Background: an optimization exercise with open tools, aiming at a short achievable clock period and few clock cycles. Do not read the settings as production practice.
Only simulation tests tie the RTL to the original design; equivalence was not proved.
Power figures rest on the tool's default switching activity, not on a simulated workload.

==> flow/design.v (excerpt) <==
module fde_core (
    input  wire        clk,
    input  wire        rst,            
    input  wire [7:0]  key,            
    output wire [7:0]  mem_addr,
    output wire        mem_we,
    output wire [15:0] mem_wdata,
    input  wire [15:0] mem_rdata,
    output reg  [15:0] out_data,
    output reg         out_valid,
    output reg  [15:0] disp_data,
    output reg         disp_data_valid,
    output reg  [15:0] disp_ctrl,
    output reg         disp_ctrl_valid,
    output reg         halted,
    output reg  [1:0]  fault,
    output reg  [15:0] fault_info
);
Settings: LEC_CHECK=0, ABC_CLOCK_PERIOD_IN_PS=2500, CAP_MARGIN=20, CORE_MARGIN=2, CORE_UTILIZATION=40, PLACE_DENSITY=0.6, SETUP_SLACK_MARGIN=4.3, SLEW_MARGIN=20, TNS_END_PERCENT=100; clock period 7.0 ns.
run.sh (not shown) runs the stock make flow with config.mk's settings and CLKGATE_MAP_FILE= SYNTH_SCRIPT=/design/flow/synth_recipe.tcl, a recipe that flattens the netlist after the stock synthesis.
Testbench counts at the start, summed over its fixed seeds: cycles 20,098.
Edit:
--- a/flow/design.v
+++ b/flow/design.v
@@ -32,33 +32,34 @@
     reg        zero;
     reg [3:0]  sp;
     reg [7:0]  ma;         
     reg        mw;         
     reg [7:0]  mwd_lo, mwd_h0, mwd_h1;    
     reg        mwd_cs;
     wire [15:0] mwd = {mwd_cs ? mwd_h1 : mwd_h0, mwd_lo};
     reg        pk_fetch;   
     wire [7:0] ma_p1 = ma + 8'd1;
+    wire [7:0] ma_m1 = ma - 8'd1;
     assign mem_addr  = ma;
     assign mem_we    = mw;
     assign mem_wdata = mwd;
     reg        have;
     reg [7:0]  ir_op;
     reg [7:0]  ir_opd;
     reg [7:0]  nseq;       
     reg [7:0]  nseq_p1;    
     reg d_lda, d_add, d_sub, d_sta, d_psh, d_pop, d_cal, d_ret;
     reg d_ldi, d_key, d_shl, d_shr, d_out, d_dsd, d_dsc, d_lsp, d_hlt, d_bad;
     reg d_jc, d_jz;
     reg d_guess;           
     localparam CL = 5;
     localparam NL = 1 << CL;
-    wire [NL-1:0] c_val;
+    reg [NL-1:0] c_val;
     reg [15:0] pf_word;
     reg        pf_ok;
     wire jx     = have & !halted;                        
     wire j_mem  = d_lda | d_add | d_sub | d_sta | d_psh | d_pop;    
     wire ret_bad = d_ret & (mem_rdata[15:8] != 8'd0);
     wire halting = jx & (d_hlt | d_bad | ret_bad);
     function [8:0] add8;           
         input [7:0] x, y;
         input       ci;
@@ -179,47 +180,44 @@
         if (halting) mw_n = 1'b0;
     end
     wire [16*NL-1:0] c_words;
     wire [NL-1:0]    c_hit_a, c_hit_b;
     genvar gi;
     generate
         for (gi = 0; gi < NL; gi = gi + 1) begin : line
             reg [15:0]   data;
             reg [7-CL:0] tag;
-            wire [7-CL:0] wtag = (gi == NL - 1) ? ma[7:CL] - 1'b1 : ma[7:CL];
-            wire sel = (ma[CL-1:0] == (gi + 1) % NL);
-            wire upd = mw & c_val[gi] & (tag == wtag);
+            wire sel = (ma_m1[CL-1:0] == gi);
+            wire upd = mw & c_val[gi] & (tag == ma_m1[7:CL]);
             always @(posedge clk) begin
                 if (sel && (pk_fetch || upd)) begin
                     data <= pk_fetch ? mem_rdata : mwd;
-                    tag  <= wtag;
+                    tag  <= ma_m1[7:CL];
                 end
             end
-            reg        val;
-            always @(posedge clk) begin
-                if (rst)
-                    val <= 1'b0;
-                else if (!halted && pk_fetch && sel)
-                    val <= 1'b1;
-            end
-            assign c_val[gi] = val;
             assign c_words[gi*16 +: 16] = data;
             assign c_hit_a[gi] = c_val[gi] & (tag == ma[7:CL]);
             assign c_hit_b[gi] = c_val[gi] & (tag == nseq[7:CL]);
         end
     endgenerate
     wire [CL-1:0] ia = ma[CL-1:0];       
     wire [CL-1:0] ib = nseq[CL-1:0];     
     wire        hit_a  = c_hit_a[ia];
     wire        hit_b  = c_hit_b[ib];
     wire [15:0] word_a = c_words[ia*16 +: 16];
     wire [15:0] word_b = c_words[ib*16 +: 16];
     always @(posedge clk) begin
+        if (rst)
+            c_val <= {NL{1'b0}};
+        else if (!halted && pk_fetch)
+            c_val[ma_m1[CL-1:0]] <= 1'b1;
+    end
+    always @(posedge clk) begin
         if (rst) begin
             a_lo            <= 8'd0;
             a_h0            <= 8'd0;
             a_h1            <= 8'd0;
             a_cs            <= 1'b0;
             carry           <= 1'b0;
             zero            <= 1'b0;
             sp              <= 4'd0;
             ma              <= 8'd0;
After rerunning:
- non-clock buffer count climbs by 189
- wire length climbs by 18%
- clock power climbs by 12%
- power climbs by 22%
- final area climbs by 12%
- clock-buffer cell count drops by 12
- first-iteration DRC count climbs by 24%
- die area climbs by 1.8%
- combinational power climbs by 81%
- area after synthesis climbs by 1.9%
- worst setup slack is worse by 0.11 ns
- worst hold slack is worse by 0.0058 ns
Testbench counts after the change, summed over its fixed seeds: cycles 20,098.

afterwards: timing with drivers on the ports:
In the flow no input, the clock included, has a driving cell. The finished layouts below were timed again as built, in two steps. Step 1 (the two cells are an assumption about what drives the block):
set clk [get_ports {clk}]
set_driving_cell -lib_cell sky130_fd_sc_hd__clkbuf_16 $clk
set_driving_cell -lib_cell sky130_fd_sc_hd__buf_2 [delete_from_list [all_inputs] $clk]
Step 2 times the ports against the registers' clock, not the clock port: input delays grow and output delays shrink by t, the midpoint of the rising clock arrivals with the driver on. Three values: ideal ports, drivers, drivers and shift; two values: the first two.
| run | shift t [ns] | setup WS [ns] | hold slack, ns | worst setup path at the end | slew at the worst register clock pin (ns) |
|---|---|---|---|---|---|
| the first run | 0.733 | 3.944 / 3.882 / 3.578 | 0.458 / 0.458 / 0.458 | input to register | 0.07 / 0.07 |
| the second run | 0.755 | 3.832 / 3.795 / 3.485 | 0.452 / 0.452 / 0.452 | input to register | 0.07 / 0.07 |
After both steps setup and hold are still met in every run listed. For the first run, which loses most, drivers alone change the setup slack by -0.062 ns; drivers and shift together by -0.366 ns.
